From an optimization exercise on the open Yosys and OpenROAD flow, aimed at small area, a short achievable clock period and few clock cycles; shortcuts taken in it are not production practice.
RTL that was checked went through simulation tests only; none was proved equivalent to the original.
No functional check of the RTL was part of run 1.

==> design/flow/design.v <==
module snake_field_unit (
    input  wire         clk,
    input  wire         rst,
    input  wire         in_valid,
    output wire         in_ready,
    input  wire [3:0]   op,
    input  wire [232:0] a,
    input  wire [232:0] b,
    input  wire [7:0]   imm,
    output reg          out_valid,
    output wire [232:0] out_data,
    output reg          out_err,
    output reg          out_z
);
    localparam M  = 233;
    localparam D  = 30;                  
    localparam NC = (M + D - 1) / D;     
    localparam L  = NC * D;              
    localparam CW = $clog2(NC);
    localparam [3:0] OP_ZERO   = 4'h1;
    localparam [3:0] OP_COPY   = 4'h2;
    localparam [3:0] OP_ISZERO = 4'h3;
    localparam [3:0] OP_ADD    = 4'h4;
    localparam [3:0] OP_MULX   = 4'h5;
    localparam [3:0] OP_MUL    = 4'h6;
    localparam [3:0] OP_SQR    = 4'h7;
    localparam [3:0] OP_ITPOW  = 4'h8;
    localparam [3:0] OP_INV    = 4'h9;
    localparam [1:0] S_IDLE = 2'd0;
    localparam [1:0] S_SQ   = 2'd1;
    localparam [1:0] S_MUL  = 2'd2;
    reg [1:0]    state;
    reg          idle;        
    reg          inv_mode;    
    reg          by_a0;       
    reg [3:0]    step;        
    reg [7:0]    rem;         
    reg [3:0]    tap;         
    reg [CW-1:0] cnt;         
    reg [L-1:0]  a0;          
    reg [L-1:0]  beta;        
    reg [D-1:0]  dig;         
    reg [M-1:0]  sq;          
    reg [M-1:0]  acc;         
    assign in_ready = idle;
    assign out_data = sq;
    wire accept = in_valid && idle;
    reg [7:0] nxt_nsq;        
    always @* begin
        case (step)
            4'd0:    nxt_nsq = 8'd1;
            4'd1:    nxt_nsq = 8'd3;
            4'd2:    nxt_nsq = 8'd1;
            4'd3:    nxt_nsq = 8'd7;
            4'd4:    nxt_nsq = 8'd14;
            4'd5:    nxt_nsq = 8'd1;
            4'd6:    nxt_nsq = 8'd29;
            4'd7:    nxt_nsq = 8'd58;
            4'd8:    nxt_nsq = 8'd116;
            default: nxt_nsq = 8'd1;
        endcase
    end
    wire step_by_a0 = (step == 4'd0) || (step == 4'd1) || (step == 4'd3) ||
                      (step == 4'd6);
    function [3:0] fpick;
        input [7:0] n;
        begin
            if (n[7:3] != 5'd0)  fpick = 4'b1000;
            else if (n[2])       fpick = 4'b0100;
            else if (n[1])       fpick = 4'b0010;
            else                 fpick = 4'b0001;
        end
    endfunction
    function [M-1:0] fsq;
        input [M-1:0] v;
        reg [2*M-2:0] w;
        integer i;
        begin
            w = {(2*M-1){1'b0}};
            for (i = 0; i < M; i = i + 1)
                w[2*i] = v[i];
            for (i = 2*M-2; i >= M; i = i - 1) begin
                w[i-M]    = w[i-M] ^ w[i];
                w[i-M+74] = w[i-M+74] ^ w[i];
            end
            fsq = w[M-1:0];
        end
    endfunction
    function [M-1:0] fmulx;
        input [M-1:0] v;
        begin
            fmulx = {v[M-2:0], 1'b0};
            fmulx[0]  = v[M-1];
            fmulx[74] = v[73] ^ v[M-1];
        end
    endfunction
    wire [M-1:0] s1 = fsq(sq);
    wire [M-1:0] s2 = fsq(s1);
    wire [M-1:0] s3 = fsq(s2);
    wire [M-1:0] s4 = fsq(s3);
    wire [M-1:0] s5 = fsq(s4);
    wire [M-1:0] s6 = fsq(s5);
    wire [M-1:0] s7 = fsq(s6);
    wire [M-1:0] s8 = fsq(s7);
    wire [M-1:0] sq_next = ({M{tap[3]}} & s8) | ({M{tap[2]}} & s4) |
                           ({M{tap[1]}} & s2) | ({M{tap[0]}} & s1);
    wire [3:0] took    = tap;
    wire       sq_last = (rem == 8'd0);
    reg [M+D-1:0] t;
    reg [M-1:0]   acc_next;
    integer j;
    always @* begin
        t = {acc, {D{1'b0}}};
        for (j = 0; j < D; j = j + 1)
            if (dig[j]) t = t ^ ({{D{1'b0}}, sq} << j);
        acc_next = t[M-1:0] ^ {{(M-D){1'b0}}, t[M+D-1:M]}
                            ^ ({{(M-D){1'b0}}, t[M+D-1:M]} << 74);
    end
    reg [M-1:0] in_res;
    always @* begin
        case (op)
            OP_COPY, OP_MUL, OP_SQR, OP_ITPOW, OP_INV: in_res = a;
            OP_ADD:  in_res = a ^ b;
            OP_MULX: in_res = fmulx(a);
            default: in_res = {M{1'b0}};
        endcase
    end
    wire a_zero  = (a == {M{1'b0}});
    wire illegal = (op == 4'h0) || (op > OP_INV);
    wire [L-1:0] b_pad = {{(L-M){1'b0}}, b};
    always @(posedge clk) begin
        case (state)
            S_IDLE: begin
                sq   <= in_res;
                a0   <= {{(L-M){1'b0}}, a};
                beta <= b_pad;
                dig  <= b_pad[L-1:L-D];
                acc  <= {M{1'b0}};
                out_z   <= (op == OP_ISZERO) && a_zero;
                out_err <= illegal || ((op == OP_INV) && a_zero);
            end
            S_SQ: begin
                sq  <= sq_next;
                acc <= {M{1'b0}};
                dig <= step_by_a0 ? a0[L-1:L-D] : beta[L-1:L-D];
            end
            default: begin
                acc  <= acc_next;
                a0   <= {a0[L-D-1:0], a0[L-1:L-D]};
                beta <= {beta[L-D-1:0], beta[L-1:L-D]};
                dig  <= by_a0 ? a0[L-D-1:L-2*D] : beta[L-D-1:L-2*D];
                if (cnt == 0) begin
                    sq   <= acc_next;
                    beta <= {{(L-M){1'b0}}, acc_next};
                end
            end
        endcase
        if (rst) begin
            state     <= S_IDLE;
            idle      <= 1'b1;
            inv_mode  <= 1'b0;
            by_a0     <= 1'b0;
            step      <= 4'd0;
            rem       <= 8'd0;
            tap       <= 4'b0001;
            cnt       <= 0;
            out_valid <= 1'b0;
        end else begin
            out_valid <= 1'b0;
            case (state)
                S_IDLE: begin
                    inv_mode <= 1'b0;
                    step     <= 4'd0;
                    by_a0    <= 1'b0;
                    cnt      <= NC - 1;
                    rem      <= 8'd0;
                    tap      <= 4'b0001;
                    if (accept) begin
                        case (op)
                            OP_MUL: begin
                                state <= S_MUL;
                                idle  <= 1'b0;
                            end
                            OP_SQR: begin
                                state <= S_SQ;
                                idle  <= 1'b0;
                            end
                            OP_ITPOW: begin
                                tap <= fpick(imm);
                                rem <= imm - {4'd0, fpick(imm)};
                                if (imm == 8'd0) begin
                                    out_valid <= 1'b1;
                                end else begin
                                    state <= S_SQ;
                                    idle  <= 1'b0;
                                end
                            end
                            OP_INV: begin
                                inv_mode <= 1'b1;
                                state    <= S_SQ;
                                idle     <= 1'b0;
                            end
                            default: begin
                                out_valid <= 1'b1;
                            end
                        endcase
                    end
                end
                S_SQ: begin
                    tap <= fpick(rem);
                    rem <= rem - {4'd0, fpick(rem)};
                    if (sq_last) begin
                        if (inv_mode && step != 4'd10) begin
                            by_a0 <= step_by_a0;
                            cnt   <= NC - 1;
                            state <= S_MUL;
                        end else begin
                            out_valid <= 1'b1;
                            state     <= S_IDLE;
                            idle      <= 1'b1;
                        end
                    end
                end
                default: begin
                    cnt <= cnt - 1'b1;
                    if (cnt == 0) begin
                        if (inv_mode) begin
                            step  <= step + 4'd1;
                            tap   <= fpick(nxt_nsq);
                            rem   <= nxt_nsq - {4'd0, fpick(nxt_nsq)};
                            state <= S_SQ;
                        end else begin
                            out_valid <= 1'b1;
                            state     <= S_IDLE;
                            idle      <= 1'b1;
                        end
                    end
                end
            endcase
        end
    end
endmodule
==> design/flow/run.sh <==
#!/bin/bash
# synth_recipe.tcl (not shown) runs the flow's synth.tcl, then flattens the netlist and writes it again
# the make line also repeats each setting of config.mk as NAME=value (left out here)
make -C /OpenROAD-flow-scripts/flow DESIGN_CONFIG=/design/flow/config.mk WORK_HOME=/design/flow/orfs CLKGATE_MAP_FILE= SYNTH_SCRIPT=/design/flow/synth_recipe.tcl finish
==> design/flow/config.mk <==
export PLATFORM = sky130hd
export DESIGN_NAME = snake_field_unit
export DESIGN_NICKNAME = snake_field_unit
export VERILOG_FILES = /design/flow/design.v
export SDC_FILE = /design/flow/constraint.sdc
export NUM_CORES = 4
export LEC_CHECK = 0
export CAP_MARGIN = 20
export CELL_PAD_IN_SITES_DETAIL_PLACEMENT = 1
export CELL_PAD_IN_SITES_GLOBAL_PLACEMENT = 2
export CORE_MARGIN = 2
export CORE_UTILIZATION = 35
export SETUP_SLACK_MARGIN = 2.5
export SLEW_MARGIN = 20
==> design/flow/constraint.sdc <==
create_clock -name core_clock -period 5.0 [get_ports {clk}]
set_input_delay 1.0000 -clock core_clock [delete_from_list [all_inputs] [get_ports {clk}]]
set_output_delay 1.0000 -clock core_clock [all_outputs]
set_load 0.01 [all_outputs]
==> impl_metrics.yaml, run 1 <==
floorplanning:
  ios: 718
  die_h_um: 680
  die_w_um: 680
  initial_core_util_pct: 35.1
  floorplan.rows: 248
synth:
  yosysSeqAreaShare_pct: 17.1
  ys_ff_latch: 1010
  synth_nets: 22890
  synth_top_area_share_pct: 31.7
  ys.flop_type: "edfxtp_1"
  synth_area_mm2: 0.160
  synth_cell_types: 71
  synth_area_leaders: "xnor2_1 32%, nand2_1 19%, edfxtp_1 13%"
  synth_top_area_cell: "xnor2_1"
  synth_warnings: 1
  syn_inst: 22387
  avgSynthCellArea_um2: 7.15
  synth_edf_count: 715
  async_flop_share_pct: 0
clock_network:
  clock_sinks: 1010
  cts_root_buffer: "clkbuf_16"
  cts_buffers: 151
  clockBufferDepth: 4
  cts.htree.levels: 4
placement:
  placement.io_buffers: 717
  gp_congestion: 1.19
  place_hpwl_um: 1110000
global_route:
  grt_use_total_pct: 83.7
  grt-ovfl-total: 1061
  grt_max_degree: 183
  grt_pass1_vias: 249049
  grt_pass1_wl_um: 2650000
status:
  stop_error: "[ERROR GRT-0116] Global routing finished with congestion. Check the congestion regions in the DRC Viewer."
  lastStage: "global routing (5_1_grt)"
  status: "did not finish"
## synthesized netlist by cell type (all sizes together) (52+ instances only)
library cell / number
nor4: 66
xnor2: 5886
o21ai: 338
nand2: 8280
a211o: 121
o221ai: 60
a222oi: 111
xnor3: 117
dfxtp: 295
a221oi: 285
o21a: 173
edfxtp: 715
o22ai: 159
nor2: 647
a31oi: 52
inv: 76
buf: 1338
a21oi: 153
xor2: 2126
o211ai: 172
mux2i: 72
clkbuf: 783
## worst max path at each step
| stage | startpoint | endpoint | slack, ps | depth (start not counted) |
|---|---|---|---|---|
| global placement | op[3] | sq[191] | -650 | 11 |
| CTS | sq[229] | sq[171] | 1470 | 12 |
| floorplan | cnt[0] | sq[0] | 210 | 6 |
| detailed placement | op[1] | sq[77] | 160 | 10 |
## metal layers
layer | overflow | GRT usage, %
met5 | 4 | 53.3
met4 | 426 | 80.1
met3 | 30 | 73.6
met2 | 582 | 94.1
met1 | 19 | 85.4
## through the flow
| step | worst slack [ps] | TNS, ps | cell area [µm²] | std cells |
|---|---|---|---|---|
| after detailed placement | 163 | 0 | 189000 | 29329 |
| after CTS | 1470 | 0 | 253000 | 32309 |
| after floorplan | 212 | 0 | 160000 | 22387 |
| after global placement | -653 | -1060 | 189000 | 29313 |
## cell families after synthesis
kind of cell / Yosys count / synth area share [%]
and+or+nand+nor: 9192 / 22.0
xor gates and xnor gates: 8137 / 46.6
buffers and inverters: 2199 / 5.84
AOI/OAI and AO/OA: 1755 / 7.88
DFF: 1010 / 17.1
muxes: 72 / 0.450
adders and majority gates: 22 / 0.186
## what timing repair did
item                                     CTS
pin swaps                               1997
endpoints found under the hold margin      0
endpoints found under the setup margin  1748
cloned                                   304
hold buffers                               0
setup buffers                           2400
resized for setup                       6359
==> inputs of run 2 (changes only) <==
--- a/design/flow/design.v
+++ b/design/flow/design.v
@@ -15,6 +15,9 @@
     localparam M  = 233;
-    localparam D  = 30;                  
+    localparam D  = 40;                  
     localparam NC = (M + D - 1) / D;     
     localparam L  = NC * D;              
-    localparam CW = $clog2(NC);
+    localparam CW = 3;                   
+    localparam H  = D / 2;               
+    localparam G  = (H + 1) / 2;         
+    localparam DX = 9 * G;               
     localparam [3:0] OP_ZERO   = 4'h1;
@@ -35,2 +38,3 @@
     reg          by_a0;       
+    reg          sq_first;    
     reg [3:0]    step;        
@@ -41,3 +45,3 @@
     reg [L-1:0]  beta;        
-    reg [D-1:0]  dig;         
+    reg [DX-1:0] dx;          
     reg [M-1:0]  sq;          
@@ -45,3 +49,3 @@
     assign in_ready = idle;
-    assign out_data = sq;
+    assign out_data = acc;
     wire accept = in_valid && idle;
@@ -96,3 +100,3 @@
     endfunction
-    wire [M-1:0] s1 = fsq(sq);
+    wire [M-1:0] s1 = fsq(acc);
     wire [M-1:0] s2 = fsq(s1);
@@ -106,11 +110,62 @@
                            ({M{tap[1]}} & s2) | ({M{tap[0]}} & s1);
-    wire [3:0] took    = tap;
-    wire       sq_last = (rem == 8'd0);
+    wire sq_last = (rem == 8'd0);
+    wire to_mul  = sq_last && inv_mode && (step != 4'd10);
+    function [DX-1:0] fdexp;
+        input [D-1:0] d;
+        reg [H-1:0]   y;
+        reg [2*G-1:0] yp;
+        integer k;
+        begin
+            for (k = 0; k < 3; k = k + 1) begin
+                y  = (k == 0) ? d[H-1:0] : (k == 1) ? d[D-1:H] : (d[H-1:0] ^ d[D-1:H]);
+                yp = {{(2*G-H){1'b0}}, y};
+                fdexp[(3*k)*G   +: G] = yp[G-1:0];
+                fdexp[(3*k+1)*G +: G] = yp[2*G-1:G];
+                fdexp[(3*k+2)*G +: G] = yp[G-1:0] ^ yp[2*G-1:G];
+            end
+        end
+    endfunction
+    function [2*G-2:0] fclmul_g;
+        input [G-1:0] x;
+        input [G-1:0] y;
+        integer i;
+        begin
+            fclmul_g = {(2*G-1){1'b0}};
+            for (i = 0; i < G; i = i + 1)
+                if (y[i]) fclmul_g = fclmul_g ^ ({{(G-1){1'b0}}, x} << i);
+        end
+    endfunction
+    function [2*H-2:0] fclmul;
+        input [H-1:0]   x;
+        input [3*G-1:0] ye;
+        reg [2*G-1:0] xp;
+        reg [2*G-2:0] ll, hh, mm;
+        reg [4*G-2:0] r;
+        begin
+            xp = {{(2*G-H){1'b0}}, x};
+            ll = fclmul_g(xp[G-1:0], ye[G-1:0]);
+            hh = fclmul_g(xp[2*G-1:G], ye[2*G-1:G]);
+            mm = fclmul_g(xp[G-1:0] ^ xp[2*G-1:G], ye[3*G-1:2*G]);
+            r = {{(2*G){1'b0}}, ll} ^ ({{(2*G){1'b0}}, mm ^ ll ^ hh} << G)
+                ^ ({{(2*G){1'b0}}, hh} << (2*G));
+            fclmul = r[2*H-2:0];
+        end
+    endfunction
+    wire [L-1:0] sq_pad = {{(L-M){1'b0}}, sq};
     reg [M+D-1:0] t;
     reg [M-1:0]   acc_next;
+    reg [2*H-2:0] kl, kh, km;
+    reg [L+D-1:0] kp;
     integer j;
     always @* begin
-        t = {acc, {D{1'b0}}};
-        for (j = 0; j < D; j = j + 1)
-            if (dig[j]) t = t ^ ({{D{1'b0}}, sq} << j);
+        kp = {(L+D){1'b0}};
+        for (j = 0; j < NC; j = j + 1) begin
+            kl = fclmul(sq_pad[j*D +: H], dx[0 +: 3*G]);
+            kh = fclmul(sq_pad[j*D+H +: H], dx[3*G +: 3*G]);
+            km = fclmul(sq_pad[j*D +: H] ^ sq_pad[j*D+H +: H], dx[6*G +: 3*G]);
+            kp = kp ^ ({{(L+D-2*H+1){1'b0}}, kl} << (j*D))
+                    ^ ({{(L+D-2*H+1){1'b0}}, km ^ kl ^ kh} << (j*D+H))
+                    ^ ({{(L+D-2*H+1){1'b0}}, kh} << (j*D+2*H));
+        end
+        t = {acc, {D{1'b0}}} ^ kp[M+D-1:0];
         acc_next = t[M-1:0] ^ {{(M-D){1'b0}}, t[M+D-1:M]}
@@ -121,3 +176,3 @@
         case (op)
-            OP_COPY, OP_MUL, OP_SQR, OP_ITPOW, OP_INV: in_res = a;
+            OP_COPY, OP_SQR, OP_ITPOW, OP_INV: in_res = a;
             OP_ADD:  in_res = a ^ b;
@@ -129,3 +184,5 @@
     wire illegal = (op == 4'h0) || (op > OP_INV);
+    wire [L-1:0] a_pad = {{(L-M){1'b0}}, a};
     wire [L-1:0] b_pad = {{(L-M){1'b0}}, b};
+    wire [L-1:0] acc_pad = {{(L-M){1'b0}}, acc};
     always @(posedge clk) begin
@@ -133,7 +190,7 @@
             S_IDLE: begin
-                sq   <= in_res;
-                a0   <= {{(L-M){1'b0}}, a};
+                acc  <= in_res;
+                sq   <= a;
+                a0   <= a_pad;
                 beta <= b_pad;
-                dig  <= b_pad[L-1:L-D];
-                acc  <= {M{1'b0}};
+                dx   <= fdexp(b_pad[L-1:L-D]);
                 out_z   <= (op == OP_ISZERO) && a_zero;
@@ -142,5 +199,12 @@
             S_SQ: begin
-                sq  <= sq_next;
-                acc <= {M{1'b0}};
-                dig <= step_by_a0 ? a0[L-1:L-D] : beta[L-1:L-D];
+                if (sq_first)
+                    beta <= acc_pad;
+                if (to_mul) begin
+                    sq  <= sq_next;
+                    acc <= {M{1'b0}};
+                end else begin
+                    acc <= sq_next;
+                end
+                dx <= fdexp(step_by_a0 ? a0[L-1:L-D] :
+                            sq_first   ? acc_pad[L-1:L-D] : beta[L-1:L-D]);
             end
@@ -150,7 +214,3 @@
                 beta <= {beta[L-D-1:0], beta[L-1:L-D]};
-                dig  <= by_a0 ? a0[L-D-1:L-2*D] : beta[L-D-1:L-2*D];
-                if (cnt == 0) begin
-                    sq   <= acc_next;
-                    beta <= {{(L-M){1'b0}}, acc_next};
-                end
+                dx   <= fdexp(by_a0 ? a0[L-D-1:L-2*D] : beta[L-D-1:L-2*D]);
             end
@@ -162,2 +222,3 @@
             by_a0     <= 1'b0;
+            sq_first  <= 1'b0;
             step      <= 4'd0;
@@ -174,2 +235,3 @@
                     by_a0    <= 1'b0;
+                    sq_first <= 1'b1;
                     cnt      <= NC - 1;
@@ -209,6 +271,7 @@
                 S_SQ: begin
-                    tap <= fpick(rem);
-                    rem <= rem - {4'd0, fpick(rem)};
+                    sq_first <= 1'b0;
+                    tap      <= fpick(rem);
+                    rem      <= rem - {4'd0, fpick(rem)};
                     if (sq_last) begin
-                        if (inv_mode && step != 4'd10) begin
+                        if (to_mul) begin
                             by_a0 <= step_by_a0;
@@ -227,6 +290,7 @@
                         if (inv_mode) begin
-                            step  <= step + 4'd1;
-                            tap   <= fpick(nxt_nsq);
-                            rem   <= nxt_nsq - {4'd0, fpick(nxt_nsq)};
-                            state <= S_SQ;
+                            step     <= step + 4'd1;
+                            sq_first <= 1'b1;
+                            tap      <= fpick(nxt_nsq);
+                            rem      <= nxt_nsq - {4'd0, fpick(nxt_nsq)};
+                            state    <= S_SQ;
                         end else begin
--- a/design/flow/config.mk
+++ b/design/flow/config.mk
@@ -11,4 +11,5 @@
 export CORE_MARGIN = 2
-export CORE_UTILIZATION = 35
-export SETUP_SLACK_MARGIN = 2.5
+export CORE_UTILIZATION = 25
+export SETUP_SLACK_MARGIN = 1.3
 export SLEW_MARGIN = 20
+export TNS_END_PERCENT = 0
==> impl_metrics.yaml, run 2 <==
clock_network:
  clkLatencyLatePin_ps: 1030
  cts_buffers: 163
  cts_tree: "yes"
  clock_sinks: 1071
  cts.htree.levels: 4
  clockBufferDepth: 4
  cts_root_buffer: "clkbuf_16"
  cts_hold_buf: 0
  clkTransAtPathRegs_ps: 60
synth:
  synth_top_family_by_area: "XOR/XNOR gates"
  synth_top_area_share_pct: 23.7
  synth.most_common_cell: "nand2_1"
  synth_cell_types: 75
  synth_edf_count: 715
  yosysSeqAreaShare_pct: 18.4
  avgSynthCellArea_um2: 7.82
  syn_inst: 19847
  synthMuxAreaShare_pct: 1.99
  ys.flop_type: "edfxtp_1"
  synth_nets: 20350
  synth-simple-area-share_pct: 18.9
  ys_ff_latch: 1071
  synthAdderAreaFrac_pct: 0.192
  synth_top_area_cell: "xnor2_1"
  synth_compound_area_share_pct: 8.98
  synth_area_mm2: 0.155
  synth_warnings: 1
  synth_area_leaders: "xnor2_1 24%, nand2_1 17%, edfxtp_1 14%"
  synthXorXnorAreaFrac_pct: 46.9
  synthTopCellsByCount: "6947 x nand2_1, 4194 x xnor2_1, 1898 x xor2_1, 951 x o21ai_0, 823 x clkbuf_1"
  async_flop_share_pct: 0
placement:
  dp_cells: 30716
  gp_congestion: 1.16
  placement.io_buffers: 717
  place_hpwl_um: 1400000
  dp_slack_ps: -575
  place_area_mm2: 0.198
global_route:
  grt_pass1_vias: 165638
  grtUsageMet2_pct: 70.0
  grt_use_total_pct: 51.7
  antenna_found_initial: 362
  grt_pass1_wl_um: 2050000
  grt_max_degree: 125
  grtUsageMet1_pct: 63.8
  grt-ovfl-total: 0
  top_usage_layer: "met2"
  grt_use_met3_pct: 20.3
worst_setup_path:
  worstPathRequired_ps: 5840
  timing.rr.start: "acc[177]"
  arrival_ps: 5030
  rrSetupSlack_ps: 810
  crit_fanout: 4
  endpoint_kind: "register"
  setup.worst_path.class: "reg -> reg"
  startpoint_type: "register"
  reg2reg_to: "sq[167]"
  r2r_cells: 13
status:
  violations: "capacitance limit, slew limit"
  status: "failed layout checks"
final_layout:
  layout_common_cells: "6942 x nand2_1, 3982 x xnor2_1, 3245 x buf_4"
  area_growth_pct: 34.8
  nNetsFinal: 23295
  final_cells: 31736
  final_area_mm2: 0.209
  reg.largest.list: "a0 x240, beta x240"
  drive_gt1_share_pct: 20.7
  layout_commonest_cell: "nand2_1"
floorplanning:
  fp.coreArea_mm2: 0.619
  dieArea_mm2: 0.627
  initial_core_util_pct: 25.1
  floorplan.rows: 289
  die_h_um: 792
  die_w_um: 792
  ios: 718
sta:
  rsz0062_at_grt: "true"
  clock.fmax_mhz: 239
  worst_pin_slew_ps: 1810
  setup_slack_ps: 813
  timing.hold.ws_ps: 468
  max-slew-margin-rel_pct: -20.8
  tns_ps: 0
  hold_viol: 0
  drv_slew: 21
  clock_skew_ps: 174
  finalSetupViolations: 0
  layout_min_cycle_time_ps: 4190
  period_share_pct: 83.7
routing:
  firstDrtPassIters: 6
  viasPerCell: 5.82
  ant_nets: 0
  drc: 0
  wl_per_cell_um: 53.2
  wl_um: 1690000
  vias: 184619
  first_iter_violations: 31736
worst_hold_path:
  hp-class: "reg -> reg"
  whs_path_depth: 2
  hp-start: "a0[87]"
  worstHoldEndpoint: "a0[127]"
job:
  drv_cap: 2
-- run 2: cell types whose count changed after synthesis, moves of 163 or more --
cell	change
mux2i_1	+212
xnor2_1	-1593
buf_2	-188
xnor3_1	+634
nor2_1	-227
o21a_1	-163
nand2_1	-1333
buf_1	-376
o21ai_0	+616
-- run 2: critical path, cell delays in order (launching register included) --
cell and delay, ps:
dfxtp_1 430, buf_4 310, buf_4 340, xnor2_2 150, buf_4 280, xnor2_1 170, buf_4 220, xor2_2 210
xnor3_1 390, xor2_1 260, a221oi_2 110, buf_4 250, o21ai_0 640, buf_4 220
-- run 2: routing by layer --
| metal | up-vias | share of wire, % |
|---|---|---|
| met1 | 95799 | 39 |
| met2 | 14547 | 39 |
| met5 | - | 0.070 |
| met4 | 142 | 10 |
| li1 | 70407 | - |
| met3 | 3724 | 12 |
-- run 2: per-stage QoR --
stage	utilization [%]
2_1_floorplan	-
3_3_place_gp	31.9
3_5_place_dp	31.9
4_1_cts	33.3
5_1_grt	33.7
6_report	33.8
-- run 2: kinds of logic after synthesis --
| group | after synthesis |
|---|---|
| adders and majority gates | 22 |
| xor gates and xnor gates | 6964 |
| muxes | 306 |
| AOI/OAI and AO/OA | 2176 |
| buffers and inverters | 1665 |
| DFF | 1071 |
| and+or+nand+nor | 7643 |
-- run 2: worst max path at each step --
stage	start	endpoint	slack, ps	cells past startpoint
6_report	acc[177]	sq[167]	810	13
5_1_grt	sq[231]	acc[78]	980	12
4_1_cts	acc[222]	sq[70]	1040	13
3_5_place_dp	a[167]	out_z	-570	10
3_3_place_gp	a[75]	out_z	-450	11
2_1_floorplan	rem[4]	sq[0]	-830	8
-- run 2: cell type report --
cell class,instances,area (µm²)
well taps,8293,10400
inverters,44,196
multi-input cells,17111,123000
clock inverters,99,1140
flip-flops and latches,1071,29000
diodes,521,1300
clock buffers,196,4290
fillers,73312,410000
repair buffers,4401,39900
-- run 2: timing repair --
item | CTS | global route
setup endpoints to repair | 695 | 642
setup buffers | 124 | 79
resized for setup | 304 | 151
pin swaps | 15 | 30
cloned | 0 | 1
hold endpoints to repair | 0 | 0
Testbench counts of run 2, summed over its fixed seeds: cycles 12,308.
==> inputs of run 3 (changes only) <==
--- a/design/flow/config.mk
+++ b/design/flow/config.mk
@@ -12,2 +12,3 @@
 export CORE_UTILIZATION = 25
+export GPL_TIMING_DRIVEN = 0
 export SETUP_SLACK_MARGIN = 1.3
==> impl_metrics.yaml, run 3 <==
synth:
  synth_top_area_share_pct: 23.7
  synth_top_area_cell: "xnor2_1"
  synth_edf_count: 715
  synth_area_mm2: 0.155
  synthTopCellsByCount: "6947 x nand2_1, 4194 x xnor2_1, 1898 x xor2_1, 951 x o21ai_0, 823 x clkbuf_1"
  avgSynthCellArea_um2: 7.82
  synth_cell_types: 75
  synth_warnings: 1
  yosysSeqAreaShare_pct: 18.4
  ys_ff_latch: 1071
  synth_nets: 20350
  ys.flop_type: "edfxtp_1"
  async_flop_share_pct: 0
  syn_inst: 19847
  synth_area_leaders: "xnor2_1 24%, nand2_1 17%, edfxtp_1 14%"
  synth.most_common_cell: "nand2_1"
floorplanning:
  ios: 718
  floorplan.rows: 289
  die_w_um: 792
  initial_core_util_pct: 25.1
  die_h_um: 792
placement:
  dp_cells: 29500
  gp_congestion: 1.25
  placement.io_buffers: 713
  place_hpwl_um: 1720000
global_route:
  grt_pass1_vias: 187547
  grt-ovfl-total: 5
  grt_pass1_wl_um: 2630000
  grt_use_total_pct: 67.2
  grt_max_degree: 91
clock_network:
  cts_root_buffer: "clkbuf_16"
  cts.htree.levels: 4
  cts_buffers: 140
  cts_hold_buf: 0
  clockBufferDepth: 4
  clock_sinks: 1071
status:
  status: "did not finish"
  stop_error: "[ERROR GRT-0116] Global routing finished with congestion. Check the congestion regions in the DRC Viewer."
  lastStage: "global routing (5_1_grt)"
[run 3: repair_timing]
action | in CTS
cloned | 0
pin swaps | 77
gates resized for setup | 1508
setup buffers | 199
endpoints found under the setup margin | 1225
[run 3: metrics by stage]
step                      TNS [ps]  cell area (µm²)  hold slack [ps]  worst slack (ps)
after detailed placement   -354400           189000              472             -2310
after global placement    -3793020           173000              456             -5580
after CTS                        0           204000              481              72.9
after floorplan            -194480           155000              439              -831
[run 3: worst max-delay path by stage]
stage / to / slack [ps] / cells past startpoint
2_1_floorplan: sq[0] / -830 / 8
3_3_place_gp: sq[195] / -5580 / 9
3_5_place_dp: acc[141] / -2310 / 12
4_1_cts: acc[91] / 70 / 13
[run 3: cell families after synthesis]
family | count (synthesis) | share of synthesized area (%)
xor+xnor | 6964 | 46.9
compound gates | 2176 | 8.98
buf+inv | 1665 | 4.64
simple gates | 7643 | 18.9
mux | 306 | 1.99
flops | 1071 | 18.4
fa+ha+maj | 22 | 0.192
[run 3: metal layers]
layer	track usage, %	GRT overflow
met4	70.1	1
met5	16.2	0
met1	68.6	0
met3	46.0	0
met2	85.6	4
==> inputs of run 4 (changes only) <==
--- a/design/flow/config.mk
+++ b/design/flow/config.mk
@@ -12,3 +12,4 @@
 export CORE_UTILIZATION = 25
-export GPL_TIMING_DRIVEN = 0
+export MIN_ROUTING_LAYER = met2
+export PLACE_DENSITY = 0.45
 export SETUP_SLACK_MARGIN = 1.3
==> impl_metrics.yaml, run 4 <==
synth:
  synth_area_leaders: "xnor2_1 24%, nand2_1 17%, edfxtp_1 14%"
  synth_top_area_share_pct: 23.7
  ys_ff_latch: 1071
  synth_area_mm2: 0.155
  async_flop_share_pct: 0
  synth_top_area_cell: "xnor2_1"
  synth_cell_types: 75
  synthTopCellsByCount: "6947 x nand2_1, 4194 x xnor2_1, 1898 x xor2_1, 951 x o21ai_0, 823 x clkbuf_1"
  yosysSeqAreaShare_pct: 18.4
  synth_edf_count: 715
  avgSynthCellArea_um2: 7.82
  synth.most_common_cell: "nand2_1"
  syn_inst: 19847
  ys.flop_type: "edfxtp_1"
  synth_warnings: 1
  synth_nets: 20350
clock_network:
  cts.htree.levels: 4
  clockBufferDepth: 4
  cts_root_buffer: "clkbuf_16"
  cts_hold_buf: 0
  clock_sinks: 1071
  cts_buffers: 171
floorplanning:
  floorplan.rows: 289
  die_h_um: 792
  die_w_um: 792
  initial_core_util_pct: 25.1
  ios: 718
placement:
  dp_slack_ps: -33.7
  gp_congestion: 1.36
  place_hpwl_um: 1390000
  placement.io_buffers: 717
global_route:
  grt_max_degree: 135
  grt_use_total_pct: 91.3
  grt_pass1_vias: 295264
  grt_pass1_wl_um: 2600000
  grt-ovfl-total: 11788
status:
  status: "did not finish"
  stop_error: "[ERROR GRT-0116] Global routing finished with congestion. Check the congestion regions in the DRC Viewer."
  lastStage: "global routing (5_1_grt)"
## run 4: cell counts after synthesis
No cell type changed its count.
## run 4: worst max-delay path by stage
stage,slack (ps),end,cells after the start,startpoint
after floorplan,-830,sq[0],8,rem[4]
after global placement,-60,sq[189],12,acc[82]
after detailed placement,-30,sq[147],11,acc[145]
after CTS,1060,sq[111],10,acc[137]
## run 4: repair_timing
item	CTS
gates resized for setup	509
pin swaps	48
setup buffers	200
gates cloned	5
setup endpoints to repair	695
## run 4: cell families after synthesis
kind of cell               share of synthesized area (%)
buffers and inverters                               4.64
and+or+nand+nor                                     18.9
DFF                                                 18.4
adders and majority gates                          0.192
muxes                                               1.99
xor gates and xnor gates                            46.9
AOI/OAI and AO/OA                                   8.98
## run 4: layer usage
layer | track usage (%) | overflow
met5 | 85.3 | 893
met4 | 75.9 | 687
met2 | 91.2 | 1316
met3 | 102 | 8892
met1 | - | -
## run 4: per-stage QoR
stage	hold slack, ps	area, µm²	TNS [ps]	instances
after floorplan	439	155000	-194480	19847
after global placement	451	195000	-210	30439
after detailed placement	470	195000	-33.7	30443
after CTS	484	206000	0	30964
==> inputs of run 5 (changes only) <==
--- a/design/flow/config.mk
+++ b/design/flow/config.mk
@@ -7,3 +7,3 @@
 export LEC_CHECK = 0
-export CAP_MARGIN = 20
+export CAP_MARGIN = 35
 export CELL_PAD_IN_SITES_DETAIL_PLACEMENT = 1
@@ -12,6 +12,4 @@
 export CORE_UTILIZATION = 25
-export MIN_ROUTING_LAYER = met2
-export PLACE_DENSITY = 0.45
 export SETUP_SLACK_MARGIN = 1.3
-export SLEW_MARGIN = 20
+export SLEW_MARGIN = 35
 export TNS_END_PERCENT = 0
==> impl_metrics.yaml, run 5 <==
status:
  status: "finished clean"
worst_setup_path:
  timing.critical_path.buf_inv: 5
  arrival_ps: 5120
  crit_top_cell: "xnor2_1"
  rrSetupSlack_ps: 750
  slowest_stage: "dfxtp_2"
  timing.rr.start: "acc[160]"
  endpoint_kind: "register"
  setup.worst_path.class: "reg -> reg"
  worstPathRequired_ps: 5870
  startpoint_type: "register"
  slowest_delay_ps: 670
  r2r_cells: 14
  crit_fanout: 5
  crit_chain: "buf_4 -> xnor2_1 -> xnor2_1 -> buf_12 -> xnor2_1 -> xnor2_1 -> buf_4 -> xor2_1 -> buf_4 -> xnor2_1 -> a221oi_2 -> buf_4 -> o22a_1 -> o21ai_0"
  reg2reg_to: "acc[145]"
  cp_top_family: "XOR/XNOR gates"
sta:
  layout_min_cycle_time_ps: 4250
  period_share_pct: 85.0
  hold_viol: 0
  clock_skew_ps: 161
  finalSetupViolations: 0
  max-slew-margin-rel_pct: 24.1
  clock.fmax_mhz: 235
  setup_slack_ps: 749
  worst_pin_slew_ps: 1130
  drv_slew: 0
  rsz0062_at_grt: "true"
routing:
  first_iter_violations: 32623
  firstDrtPassIters: 10
  wl_um: 1700000
  viasPerCell: 5.84
  ant_nets: 0
  vias: 185969
  wl_per_cell_um: 53.3
  drc: 0
floorplanning:
  die_h_um: 792
  dieArea_mm2: 0.627
  initial_core_util_pct: 25.1
  die_w_um: 792
  ios: 718
  floorplan.rows: 289
  fp.coreArea_mm2: 0.619
global_route:
  grt_pass1_wl_um: 2050000
  antenna_found_initial: 365
  grt_pass1_vias: 165461
  grt_max_degree: 125
  grt_use_total_pct: 51.7
  grt-ovfl-total: 0
clock_network:
  cts_buffers: 166
  clock_sinks: 1071
  cts_tree: "yes"
  cts_root_buffer: "clkbuf_16"
  cts.htree.levels: 4
  clkTransAtPathRegs_ps: 70
  clockBufferDepth: 4
  clkLatencyLatePin_ps: 1040
  cts_hold_buf: 0
synth:
  synth_area_leaders: "xnor2_1 24%, nand2_1 17%, edfxtp_1 14%"
  synthTopCellsByCount: "6947 x nand2_1, 4194 x xnor2_1, 1898 x xor2_1, 951 x o21ai_0, 823 x clkbuf_1"
  synth_cell_types: 75
  syn_inst: 19847
  synth.most_common_cell: "nand2_1"
  synth_edf_count: 715
  yosysSeqAreaShare_pct: 18.4
  synth_area_mm2: 0.155
  synth_nets: 20350
  synth_top_area_share_pct: 23.7
  ys.flop_type: "edfxtp_1"
  async_flop_share_pct: 0
  synth_top_area_cell: "xnor2_1"
  avgSynthCellArea_um2: 7.82
  ys_ff_latch: 1071
  synth_warnings: 1
placement:
  gp_congestion: 1.16
  placement.io_buffers: 717
  place_area_mm2: 0.198
  place_hpwl_um: 1400000
  dp_slack_ps: -278
worst_hold_path:
  worstHoldEndpoint: "beta[199]"
  hp-class: "reg -> reg"
  hp-start: "beta[159]"
  whs_path_depth: 2
final_layout:
  area_growth_pct: 36.1
  layout_common_cells: "6942 x nand2_1, 3944 x xnor2_1, 3246 x buf_4"
  reg.largest.list: "a0 x240, beta x240"
  postLayoutCoreUtil_pct: 34.1
  fillCellCount: 73167
  layout_commonest_cell: "nand2_1"
  final_area_mm2: 0.211
  drive_gt1_share_pct: 21.4
  nNetsFinal: 23354
job:
  drv_cap: 0
[run 5: cell type report]
class	instances	area, µm²	share of cell area, %
diodes	562	1410	0.666
well taps	8293	10400	4.91
clock inverters	105	1180	0.558
inverters	44	196	0.0930
clock buffers	198	4420	2.09
repair buffers	4457	40800	19.3
flip-flops and latches	1071	29000	13.7
multi-input cells	17111	124000	58.6
[run 5: what timing repair did]
| item | CTS | global route |
|---|---|---|
| buffers inserted | 140 | 108 |
| pin swaps | 19 | 53 |
| gates cloned | 1 | 6 |
| setup endpoints to repair | 679 | 630 |
| gates resized for setup | 311 | 286 |
[run 5: worst max-delay path by stage]
stage | endpoint | start | cells after the start
2_1_floorplan | sq[0] | rem[4] | 8
3_3_place_gp | out_z | a[75] | 11
3_5_place_dp | out_z | a[167] | 10
4_1_cts | sq[203] | acc[206] | 15
5_1_grt | sq[205] | acc[193] | 11
6_report | acc[145] | acc[160] | 14
[run 5: through the flow]
| stage | hold WS [ps] | instances | setup TNS (ps) |
|---|---|---|---|
| floorplan | 439 | 19847 | -194480 |
| global placement | 453 | 30708 | -1370 |
| detailed placement | 468 | 30719 | -383 |
| CTS | 466 | 31163 | 0 |
| global route | 499 | 31494 | 0 |
| finish | 467 | 31841 | 0 |
[run 5: worst reg2reg max path, stage by stage, from the launching register on]
cell and delay [ps]:
dfxtp_2 670, buf_4 440, xnor2_1 190, xnor2_1 290, buf_12 180, xnor2_1 200, xnor2_1 120, buf_4 180
xor2_1 140, buf_4 160, xnor2_1 650, a221oi_2 180, buf_4 240, o22a_1 330, o21ai_0 210
[run 5: cells by family after synthesis]
| group | after synthesis | share of synthesized area (%) |
|---|---|---|
| multiplexers | 306 | 1.99 |
| AO/OA/AOI/OAI | 2176 | 8.98 |
| XOR/XNOR | 6964 | 46.9 |
| AND/OR/NAND/NOR | 7643 | 18.9 |
| adder cells (fa/ha/maj) | 22 | 0.192 |
| buffers and inverters | 1665 | 4.64 |
| flip-flops | 1071 | 18.4 |
[run 5: per-layer routing]
layer	vias up	global-route usage [%]	wire [µm]	share of wire [%]
met1	96149	64.4	658000	39
met4	108	42.8	173000	10
met3	3880	19.6	207000	12
met5	-	0.295	738	0.044
li1	70552	-	-	-
met2	15280	69.9	658000	39
==> inputs of run 6 (changes only) <==
--- a/design/flow/config.mk
+++ b/design/flow/config.mk
@@ -11,3 +11,4 @@
 export CORE_MARGIN = 2
-export CORE_UTILIZATION = 25
+export CORE_UTILIZATION = 22
+export PLACE_DENSITY = 0.5
 export SETUP_SLACK_MARGIN = 1.3
==> impl_metrics.yaml, run 6 <==
synth:
  synth_cell_types: 75
  ys.flop_type: "edfxtp_1"
  synth_area_mm2: 0.155
  synthAdderAreaFrac_pct: 0.192
  synth_top_area_cell: "xnor2_1"
  synthTopCellsByCount: "6947 x nand2_1, 4194 x xnor2_1, 1898 x xor2_1, 951 x o21ai_0, 823 x clkbuf_1"
  synth_top_area_share_pct: 23.7
  synth_nets: 20350
  avgSynthCellArea_um2: 7.82
  synth_edf_count: 715
  yosysSeqAreaShare_pct: 18.4
  synth_area_leaders: "xnor2_1 24%, nand2_1 17%, edfxtp_1 14%"
  synth_compound_area_share_pct: 8.98
  async_flop_share_pct: 0
  synth-simple-area-share_pct: 18.9
  synth.most_common_cell: "nand2_1"
  syn_inst: 19847
  synth_warnings: 1
  synth_top_family_by_area: "XOR/XNOR gates"
  ys_ff_latch: 1071
  synthMuxAreaShare_pct: 1.99
  synthXorXnorAreaFrac_pct: 46.9
worst_hold_path:
  hp-start: "cnt[0]"
  whs_path_depth: 1
  hp-class: "reg -> reg"
  worstHoldEndpoint: "cnt[0]"
worst_setup_path:
  rrSetupSlack_ps: 850
  startpoint_type: "register"
  crit_chain: "xnor2_2 -> buf_4 -> xor2_1 -> xnor2_1 -> xor2_1 -> xnor2_1 -> xnor2_1 -> a21boi_1 -> o21ai_0"
  crit_fanout: 3
  setup.worst_path.class: "reg -> reg"
  slowest_delay_ps: 580
  worstPathRequired_ps: 5690
  arrival_ps: 4840
  r2r_cells: 9
  endpoint_kind: "register"
  reg2reg_to: "sq[99]"
  slowest_stage: "xnor2_2"
  crit_top_cell: "xnor2_1"
  timing.rr.start: "acc[67]"
global_route:
  grt_use_total_pct: 45.4
  grt_pass1_wl_um: 2060000
  grt_max_degree: 130
  antenna_found_initial: 363
  grt_pass1_vias: 165311
  grt-ovfl-total: 0
sta:
  clock.fmax_mhz: 241
  period_share_pct: 83.0
  rsz0062_at_grt: "true"
  clock_skew_ps: 137
  layout_min_cycle_time_ps: 4150
  hold_viol: 0
  worst_pin_slew_ps: 1220
  timing.hold.ws_ps: 472
  finalSetupViolations: 0
  max-slew-margin-rel_pct: 18.6
  drv_slew: 0
job:
  drv_cap: 0
clock_network:
  cts_hold_buf: 0
  clock_sinks: 1071
  cts.htree.levels: 4
  cts_tree: "yes"
  cts_buffers: 163
  cts_root_buffer: "clkbuf_16"
  clockBufferDepth: 4
  clkTransAtPathRegs_ps: 70
  clkLatencyLatePin_ps: 1060
floorplanning:
  ios: 718
  floorplan.rows: 308
  initial_core_util_pct: 22.1
  die_h_um: 844
  dieArea_mm2: 0.712
  fp.coreArea_mm2: 0.703
  die_w_um: 844
routing:
  wl_um: 1690000
  firstDrtPassIters: 8
  vias: 181864
  viasPerCell: 5.57
  drc: 0
  first_iter_violations: 29115
  ant_nets: 0
  wl_per_cell_um: 51.8
placement:
  dp_cells: 31541
  place_hpwl_um: 1380000
  placement.io_buffers: 717
  gp_congestion: 1.15
final_layout:
  reg.largest.list: "a0 x240, beta x240"
  final_cells: 32668
  layout_commonest_cell: "nand2_1"
  drive_gt1_share_pct: 21.0
  layout_common_cells: "6938 x nand2_1, 3971 x xnor2_1, 3106 x buf_4"
  area_growth_pct: 36.0
  nNetsFinal: 23229
  fillCellCount: 82417
status:
  status: "finished clean"
[run 6: cell counts after synthesis]
Identical to the previous run, type by type.
[run 6: logic make-up after synthesis]
family / Yosys count
AND/OR/NAND/NOR: 7643
XOR/XNOR: 6964
AO/OA/AOI/OAI: 2176
buffers and inverters: 1665
flip-flops: 1071
multiplexers: 306
adder cells (fa/ha/maj): 22
[run 6: what timing repair did]
item / in CTS / in global routing
endpoints found under the hold margin: 0 / 0
resized for setup: 479 / 217
setup buffers: 222 / 89
pin swaps: 40 / 47
setup endpoints to repair: 659 / 595
gates cloned: 3 / 4
[run 6: how the worst max path moves through the flow]
stage	start	endpoint	slack [ps]
after floorplan	rem[4]	sq[0]	-830
after global placement	op[3]	acc[128]	-670
after detailed placement	acc[230]	sq[213]	170
after CTS	sq[230]	acc[87]	1110
after global routing	sq[214]	acc[82]	1050
final	acc[67]	sq[99]	850
[run 6: final cells by class]
cell class | instances | area [µm²] | area share [%]
diodes | 514 | 1290 | 0.609
flip-flops and latches | 1071 | 29100 | 13.8
clock inverters | 81 | 902 | 0.427
multi-input cells | 17111 | 124000 | 58.6
clock buffers | 212 | 4440 | 2.10
inverters | 44 | 195 | 0.0924
repair buffers | 4335 | 39800 | 18.8
well taps | 9300 | 11600 | 5.51
[run 6: worst max-delay path: cells and delay by family (launching register included)]
kind | cells | cell delay (ps)
AO/OA/AOI/OAI | 2 | 860
buffers and inverters | 1 | 330
XOR/XNOR | 6 | 2090
flip-flops | 1 | 520
[run 6: routing by layer]
layer	routed length (µm)	vias to the layer above	track usage, %
li1	-	70230	-
met1	663000	94136	55.9
met2	659000	13679	61.9
met3	198000	3683	17.8
met4	173000	136	37.5
met5	1160	-	0.293
[run 6: metrics by stage]
step | setup WS [ps] | util, % | setup TNS (ps) | cell area (µm²)
after global routing | 1050 | 29.9 | 0 | 210000
after CTS | 1110 | 29.5 | 0 | 208000
after global placement | -670 | 28.0 | -760 | 197000
after floorplan | -831 | - | -194480 | 155000
final | 851 | 30.0 | 0 | 211000
after detailed placement | 170 | 28.1 | 0 | 197000
==> inputs of run 7 (changes only) <==
--- a/design/flow/config.mk
+++ b/design/flow/config.mk
@@ -13,3 +13,3 @@
 export PLACE_DENSITY = 0.5
-export SETUP_SLACK_MARGIN = 1.3
+export SETUP_SLACK_MARGIN = 1.7
 export SLEW_MARGIN = 35
==> impl_metrics.yaml, run 7 <==
final_layout:
  layout_common_cells: "6935 x nand2_1, 3943 x xnor2_1, 3127 x buf_4"
  nNetsFinal: 23318
  area_growth_pct: 37.3
  layout_commonest_cell: "nand2_1"
  reg.largest.list: "a0 x240, beta x240"
  fillCellCount: 82287
  drive_gt1_share_pct: 21.6
routing:
  firstDrtPassIters: 8
  first_iter_violations: 28716
  routed.top_layer: "met5"
  drc: 0
  met2_length_um: 659000
  wl_um: 1700000
  drt-met1-wl_um: 660000
  vias: 181816
  wl_per_cell_um: 51.7
  viasPerCell: 5.54
  route.met3.wl_um: 201000
  ant_nets: 0
clock_network:
  clock_sinks: 1071
  cts.htree.levels: 4
  cts_hold_buf: 0
  clkLatencyLatePin_ps: 1050
  cts_root_buffer: "clkbuf_16"
  clkTransAtPathRegs_ps: 60
  cts_buffers: 163
  cts_tree: "yes"
  clockBufferDepth: 4
synth:
  ys.flop_type: "edfxtp_1"
  syn_inst: 19847
  async_flop_share_pct: 0
  synth_top_area_cell: "xnor2_1"
  synth_cell_types: 75
  avgSynthCellArea_um2: 7.82
  ys_ff_latch: 1071
  synth_edf_count: 715
  synth_area_mm2: 0.155
  synth_nets: 20350
  synth_top_area_share_pct: 23.7
  synth_warnings: 1
  synth_area_leaders: "xnor2_1 24%, nand2_1 17%, edfxtp_1 14%"
  synth.most_common_cell: "nand2_1"
  synthTopCellsByCount: "6947 x nand2_1, 4194 x xnor2_1, 1898 x xor2_1, 951 x o21ai_0, 823 x clkbuf_1"
  yosysSeqAreaShare_pct: 18.4
worst_setup_path:
  setup.worst_path.class: "reg -> reg"
  crit_chain: "buf_6 -> xor3_2 -> buf_4 -> xnor3_1 -> xnor2_1 -> buf_4 -> buf_4 -> a222oi_1 -> a21boi_2 -> buf_6 -> o21ai_0 -> buf_4"
  crit_fanout: 6
  arrival_ps: 4810
  startpoint_type: "register"
  worstPathRequired_ps: 5770
  r2r_cells: 12
  slowest_delay_ps: 800
  reg2reg_to: "sq[219]"
  slowest_stage: "a222oi_1"
  endpoint_kind: "register"
  crit_top_cell: "buf_4"
  timing.rr.start: "acc[209]"
  rrSetupSlack_ps: 960
sta:
  layout_min_cycle_time_ps: 4040
  drv_slew: 0
  max-slew-margin-rel_pct: 17.3
  rsz0062_at_grt: "true"
  clock.fmax_mhz: 247
  finalSetupViolations: 0
  setup_slack_ps: 959
  clock_skew_ps: 123
  worst_pin_slew_ps: 1240
  period_share_pct: 80.8
  hold_viol: 0
job:
  drv_cap: 0
worst_hold_path:
  hp-start: "cnt[0]"
  whs_path_depth: 1
  worstHoldEndpoint: "cnt[0]"
  hp-class: "reg -> reg"
global_route:
  grt_use_total_pct: 45.6
  grt_max_degree: 130
  antenna_found_initial: 359
  grt_pass1_vias: 166102
  grt_pass1_wl_um: 2070000
  grt-ovfl-total: 0
placement:
  place_hpwl_um: 1380000
  dp_slack_ps: 170
  placement.io_buffers: 717
  gp_congestion: 1.15
floorplanning:
  die_w_um: 844
  floorplan.rows: 308
  fp.coreArea_mm2: 0.703
  dieArea_mm2: 0.712
  ios: 718
  initial_core_util_pct: 22.1
  die_h_um: 844
status:
  status: "finished clean"
run 7: cell families after synthesis:
family,Yosys count,synth area share [%]
multiplexers,306,1.99
adder cells (fa/ha/maj),22,0.192
XOR/XNOR,6964,46.9
AO/OA/AOI/OAI,2176,8.98
flip-flops,1071,18.4
AND/OR/NAND/NOR,7643,18.9
buffers and inverters,1665,4.64
run 7: area by class of cell:
type	instances	area, µm²	area share [%]
multi-input cells	17111	124000	58.3
repair buffers	4424	41100	19.3
flip-flops and latches	1071	29200	13.7
well taps	9300	11600	5.46
clock buffers	212	4440	2.08
diodes	567	1420	0.666
clock inverters	81	902	0.423
inverters	44	191	0.0898
run 7: timing repair:
action,in CTS,in global routing
endpoints found under the hold margin,0,0
buffers inserted,333,66
setup endpoints to repair,998,1037
cloned,8,1
pin swaps,82,46
gates resized for setup,683,166
run 7: per-layer routing:
| layer | global-route usage, % | vias up |
|---|---|---|
| li1 | - | 70440 |
| met1 | 55.7 | 94376 |
| met2 | 61.8 | 13273 |
| met3 | 18.3 | 3577 |
| met4 | 38.9 | 150 |
| met5 | 0.0200 | - |
run 7: worst max path at each step:
stage                  start       end  slack [ps]  depth (start not counted)
finish              acc[209]   sq[219]         960                         12
global route          dx[43]  acc[194]        1100                         12
CTS                 acc[164]   sq[225]        1190                         11
detailed placement  acc[230]   sq[213]         170                         13
global placement       op[3]  acc[128]        -670                          9
floorplan             rem[4]     sq[0]        -830                          8
run 7: critical path: cells and delay by family, from the launching register on:
| family | cells | cell delay, ps |
|---|---|---|
| flops | 1 | 350 |
| xor+xnor | 3 | 910 |
| buf+inv | 6 | 1260 |
| compound gates | 3 | 1230 |
run 7: stage by stage:
stage,std cells,util [%],setup TNS [ps],cell area (µm²),hold WS [ps]
finish,32810,30.3,0,213000,468
global route,32492,30.2,0,212000,488
CTS,32175,29.9,0,210000,449
detailed placement,31541,28.1,0,197000,456
global placement,31520,28.0,-760,197000,456
floorplan,19847,-,-194480,155000,439
==> inputs of run 8 (changes only) <==
--- a/design/flow/design.v
+++ b/design/flow/design.v
@@ -127,2 +127,13 @@
     endfunction
+    localparam F = (G + 1) / 2;
+    function [2*F-2:0] fclmul_f;
+        input [F-1:0] x;
+        input [F-1:0] y;
+        integer i;
+        begin
+            fclmul_f = {(2*F-1){1'b0}};
+            for (i = 0; i < F; i = i + 1)
+                if (y[i]) fclmul_f = fclmul_f ^ ({{(F-1){1'b0}}, x} << i);
+        end
+    endfunction
     function [2*G-2:0] fclmul_g;
@@ -130,7 +141,14 @@
         input [G-1:0] y;
-        integer i;
+        reg [2*F-1:0] xp, yp;
+        reg [2*F-2:0] ll, hh, mm;
+        reg [4*F-2:0] r;
         begin
-            fclmul_g = {(2*G-1){1'b0}};
-            for (i = 0; i < G; i = i + 1)
-                if (y[i]) fclmul_g = fclmul_g ^ ({{(G-1){1'b0}}, x} << i);
+            xp = {{(2*F-G){1'b0}}, x};
+            yp = {{(2*F-G){1'b0}}, y};
+            ll = fclmul_f(xp[F-1:0], yp[F-1:0]);
+            hh = fclmul_f(xp[2*F-1:F], yp[2*F-1:F]);
+            mm = fclmul_f(xp[F-1:0] ^ xp[2*F-1:F], yp[F-1:0] ^ yp[2*F-1:F]);
+            r = {{(2*F){1'b0}}, ll} ^ ({{(2*F){1'b0}}, mm ^ ll ^ hh} << F)
+                ^ ({{(2*F){1'b0}}, hh} << (2*F));
+            fclmul_g = r[2*G-2:0];
         end
--- a/design/flow/config.mk
+++ b/design/flow/config.mk
@@ -7,3 +7,3 @@
 export LEC_CHECK = 0
-export CAP_MARGIN = 35
+export CAP_MARGIN = 20
 export CELL_PAD_IN_SITES_DETAIL_PLACEMENT = 1
@@ -11,6 +11,7 @@
 export CORE_MARGIN = 2
-export CORE_UTILIZATION = 22
-export PLACE_DENSITY = 0.5
-export SETUP_SLACK_MARGIN = 1.7
-export SLEW_MARGIN = 35
+export CORE_UTILIZATION = 25
+export MIN_ROUTING_LAYER = met2
+export PLACE_DENSITY = 0.45
+export SETUP_SLACK_MARGIN = 1.3
+export SLEW_MARGIN = 20
 export TNS_END_PERCENT = 0
==> impl_metrics.yaml, run 8 <==
global_route:
  grt_pass1_vias: 279301
  grt_pass1_wl_um: 2450000
  grt-ovfl-total: 12552
  grt_max_degree: 168
  grt_use_total_pct: 91.6
synth:
  async_flop_share_pct: 0
  synth_area_mm2: 0.147
  synth_top_area_share_pct: 23.4
  synth.most_common_cell: "nand2_1"
  synth_nets: 18595
  ys.flop_type: "edfxtp_1"
  synthTopCellsByCount: "4564 x nand2_1, 3937 x xnor2_1, 1616 x xor2_1, 1584 x nor2_1, 1012 x o21ai_0"
  syn_inst: 18092
  yosysSeqAreaShare_pct: 19.4
  synth_warnings: 1
  synth_top_area_cell: "xnor2_1"
  synth_area_leaders: "xnor2_1 23%, edfxtp_1 15%, xnor3_1 13%"
  ys_ff_latch: 1071
  avgSynthCellArea_um2: 8.13
  synth_cell_types: 68
  synth_edf_count: 715
floorplanning:
  floorplan.rows: 281
  die_h_um: 771
  ios: 718
  die_w_um: 771
  initial_core_util_pct: 25.1
placement:
  gp_congestion: 1.48
  place_hpwl_um: 1380000
  dp_slack_ps: -51.5
  placement.io_buffers: 717
status:
  stop_error: "[ERROR GRT-0116] Global routing finished with congestion. Check the congestion regions in the DRC Viewer."
  status: "did not finish"
  lastStage: "global routing (5_1_grt)"
clock_network:
  clock_sinks: 1071
  clockBufferDepth: 4
  cts_buffers: 166
  cts_root_buffer: "clkbuf_16"
  cts.htree.levels: 4
-- run 8: cell types whose count changed after synthesis, moves of 47 or more --
cell | previous run | this run
nand2_1 | 6947 | 4564
nor2_1 | 420 | 1584
o21ai_0 | 951 | 1012
buf_4 | 67 | 16
o221ai_1 | 91 | 138
xor2_1 | 1898 | 1616
clkbuf_1 | 823 | 962
xnor2_1 | 4194 | 3937
buf_2 | 527 | 262
xnor3_1 | 746 | 837
-- run 8: cell families after synthesis --
group | synth area share, %
compound gates | 9.70
xor+xnor | 47.2
fa+ha+maj | 0.202
buf+inv | 3.97
flops | 19.4
mux | 2.46
simple gates | 17.1
-- run 8: worst max path at each step --
stage / slack [ps] / endpoint / depth (start not counted) / start
after floorplan: -260 / sq[0] / 7 / rem[3]
after global placement: -300 / rem[6] / 15 / imm[6]
after detailed placement: -50 / rem[6] / 15 / imm[6]
after CTS: 890 / acc[80] / 16 / sq[229]
-- run 8: timing repair --
action	in CTS
gates resized for setup	392
pin swaps	33
buffers inserted	318
hold buffers	0
setup endpoints to repair	497
-- run 8: layer usage --
layer | track usage, % | GRT overflow
met5 | 86.6 | 866
met4 | 75.9 | 656
met3 | 102 | 9505
met2 | 91.1 | 1525
met1 | - | -
-- run 8: metrics by stage --
| stage | hold slack, ps | cell area (µm²) | cells | utilization [%] |
|---|---|---|---|---|
| after floorplan | 436 | 147000 | 18092 | - |
| after global placement | 454 | 190000 | 28614 | 32.4 |
| after detailed placement | 469 | 190000 | 28623 | 32.5 |
| after CTS | 476 | 202000 | 29245 | 34.5 |
Testbench counts of run 8, summed over its fixed seeds: cycles 12,308.
==> inputs of run 9 (changes only) <==
--- a/design/flow/config.mk
+++ b/design/flow/config.mk
@@ -7,3 +7,3 @@
 export LEC_CHECK = 0
-export CAP_MARGIN = 20
+export CAP_MARGIN = 35
 export CELL_PAD_IN_SITES_DETAIL_PLACEMENT = 1
@@ -12,6 +12,4 @@
 export CORE_UTILIZATION = 25
-export MIN_ROUTING_LAYER = met2
-export PLACE_DENSITY = 0.45
 export SETUP_SLACK_MARGIN = 1.3
-export SLEW_MARGIN = 20
+export SLEW_MARGIN = 35
 export TNS_END_PERCENT = 0
==> impl_metrics.yaml, run 9 <==
placement:
  place_hpwl_um: 1340000
  dp_cells: 28823
  gp_congestion: 1.15
  place_area_mm2: 0.191
  placement.io_buffers: 717
synth:
  synth_top_area_share_pct: 23.4
  synth_nets: 18595
  synth_edf_count: 715
  yosysSeqAreaShare_pct: 19.4
  synth_area_leaders: "xnor2_1 23%, edfxtp_1 15%, xnor3_1 13%"
  ys_ff_latch: 1071
  syn_inst: 18092
  synth-simple-area-share_pct: 17.1
  synth_warnings: 1
  synth_top_family_by_area: "XOR/XNOR gates"
  synth_compound_area_share_pct: 9.70
  synth_cell_types: 68
  synthXorXnorAreaFrac_pct: 47.2
  synthAdderAreaFrac_pct: 0.202
  synth_top_area_cell: "xnor2_1"
  ys.flop_type: "edfxtp_1"
  synthMuxAreaShare_pct: 2.46
  async_flop_share_pct: 0
  synthTopCellsByCount: "4564 x nand2_1, 3937 x xnor2_1, 1616 x xor2_1, 1584 x nor2_1, 1012 x o21ai_0"
  synth_area_mm2: 0.147
  synth.most_common_cell: "nand2_1"
  avgSynthCellArea_um2: 8.13
worst_setup_path:
  crit_fanout: 4
  worstPathRequired_ps: 5670
  setup.worst_path.class: "reg -> reg"
  slowest_stage: "xnor2_1"
  crit_chain: "buf_4 -> xor2_2 -> buf_4 -> xnor2_1 -> xnor2_1 -> xor2_1 -> xnor2_1 -> a21boi_0 -> buf_4 -> o21ai_2 -> buf_12"
  arrival_ps: 4950
  timing.critical_path.buf_inv: 4
  startpoint_type: "register"
  cp_top_family: "XOR/XNOR gates"
  endpoint_kind: "register"
  slowest_delay_ps: 950
floorplanning:
  die_w_um: 771
  fp.coreArea_mm2: 0.586
  dieArea_mm2: 0.595
  initial_core_util_pct: 25.1
  ios: 718
  die_h_um: 771
  floorplan.rows: 281
sta:
  layout_min_cycle_time_ps: 4290
  finalSetupViolations: 0
  hold_viol: 0
  rsz0062_at_grt: "true"
  clock.fmax_mhz: 233
  drv_slew: 0
  worst_pin_slew_ps: 1420
  clock_skew_ps: 121
  period_share_pct: 85.8
  max-slew-margin-rel_pct: 4.98
job:
  drv_cap: 0
final_layout:
  final_cells: 30021
  layout_commonest_cell: "nand2_1"
  drive_gt1_share_pct: 25.0
  final_area_mm2: 0.208
  fillCellCount: 68077
  layout_common_cells: "4555 x nand2_1, 3580 x buf_4, 3505 x xnor2_1"
  reg.largest.list: "a0 x240, beta x240"
  area_growth_pct: 41.3
  nNetsFinal: 22144
clock_network:
  clkLatencyLatePin_ps: 1030
  clock_sinks: 1071
  cts.htree.levels: 4
  cts_buffers: 164
  cts_root_buffer: "clkbuf_16"
  clockBufferDepth: 4
  clkTransAtPathRegs_ps: 60
  cts_hold_buf: 0
  cts_tree: "yes"
global_route:
  grt_pass1_wl_um: 1940000
  grt-ovfl-total: 0
  antenna_found_initial: 342
  grt_pass1_vias: 158578
  grt_use_total_pct: 51.7
  grt_max_degree: 137
routing:
  wl_per_cell_um: 53.3
  firstDrtPassIters: 8
  viasPerCell: 5.83
  first_iter_violations: 30045
  drc: 0
  wl_um: 1600000
  vias: 174931
  ant_nets: 0
status:
  status: "finished clean"
worst_hold_path:
  hp-class: "reg -> reg"
-- run 9: cell counts after synthesis --
Identical to the previous run, type by type.
-- run 9: logic make-up after synthesis --
| kind of cell | after synthesis |
|---|---|
| AND/OR/NAND/NOR | 6473 |
| XOR/XNOR | 6481 |
| buffers and inverters | 1446 |
| adder cells (fa/ha/maj) | 22 |
| AO/OA/AOI/OAI | 2245 |
| multiplexers | 354 |
| flip-flops | 1071 |
-- run 9: per-layer routing --
| layer | track usage [%] | up-vias | routed length, µm |
|---|---|---|---|
| met5 | 0 | - | 1120 |
| met3 | 19.9 | 3774 | 197000 |
| met2 | 70.3 | 14027 | 615000 |
| met1 | 62.9 | 90240 | 607000 |
| li1 | - | 66742 | - |
| met4 | 45.1 | 148 | 180000 |
-- run 9: worst paths after layout --
| check | start | endpoint | slack, ps | cells after the start |
|---|---|---|---|---|
| worst max-delay path | acc[143] | sq[106] | 710 | 11 |
| worst min-delay path | beta[155] | beta[195] | 470 | 2 |
| worst max register to register | acc[143] | sq[106] | 710 | 11 |
| worst min register to register | beta[155] | beta[195] | 470 | 2 |
-- run 9: repair_timing --
item	in CTS	in global routing
endpoints found under the setup margin	438	438
gates resized for setup	470	390
cloned	2	4
pin swaps	66	122
setup buffers	284	141
-- run 9: area by class of cell --
class | count | area [µm²] | area share (%)
multi-input combinational | 15575 | 119000 | 57.4
timing repair buffer | 4778 | 42900 | 20.6
sequential | 1071 | 28900 | 13.9
tap | 7782 | 9740 | 4.68
clock buffer | 186 | 4270 | 2.05
clock inverter | 112 | 1400 | 0.672
antenna | 466 | 1170 | 0.561
inverter | 51 | 218 | 0.105
-- run 9: metrics by stage --
step	util (%)	TNS, ps	setup slack, ps	hold WS (ps)
final	35.5	0	712	471
after global routing	35.3	0	911	479
after floorplan	-	-61090	-262	436
after global placement	32.5	-644	-505	454
after detailed placement	32.6	0	45.8	458
after CTS	34.6	0	948	453
-- run 9: worst min-delay path, cell delays in order, from the launching register on --
cell      delay (ps)
edfxtp_1         320
nand2_1           50
o21ai_0           60

-- static timing again, ports no longer ideal --
No port has a modelled driver above. Below, the same layouts with a new extraction and two added sets of constraints.
Step 1 assumes that a clkbuf_16 drives the clock port and a buf_2 every other input.
Step 2, shift: input delay + t, output delay - t, t = (earliest + latest rising clock arrival at the registers) / 2. This alone moves slack from input paths to output paths.
Three values: no drivers, after step 1, after step 2; two values: the first two.
run	t, ns	setup slack, ns	worst register clock-pin slew, ns
run 2	1.083	0.813 / 0.699 / -0.122	0.10 / 0.10
run 5	1.091	0.749 / 0.749 / -0.076	0.10 / 0.10
run 6	1.122	0.851 / 0.817 / 0.033	0.08 / 0.08
run 7	1.122	0.959 / 0.915 / 0.082	0.09 / 0.09
run 9	1.117	0.712 / 0.634 / 0.239	0.07 / 0.07
For run 2, which loses most, drivers alone change the setup slack by -0.114 ns; drivers and shift together by -0.935 ns.
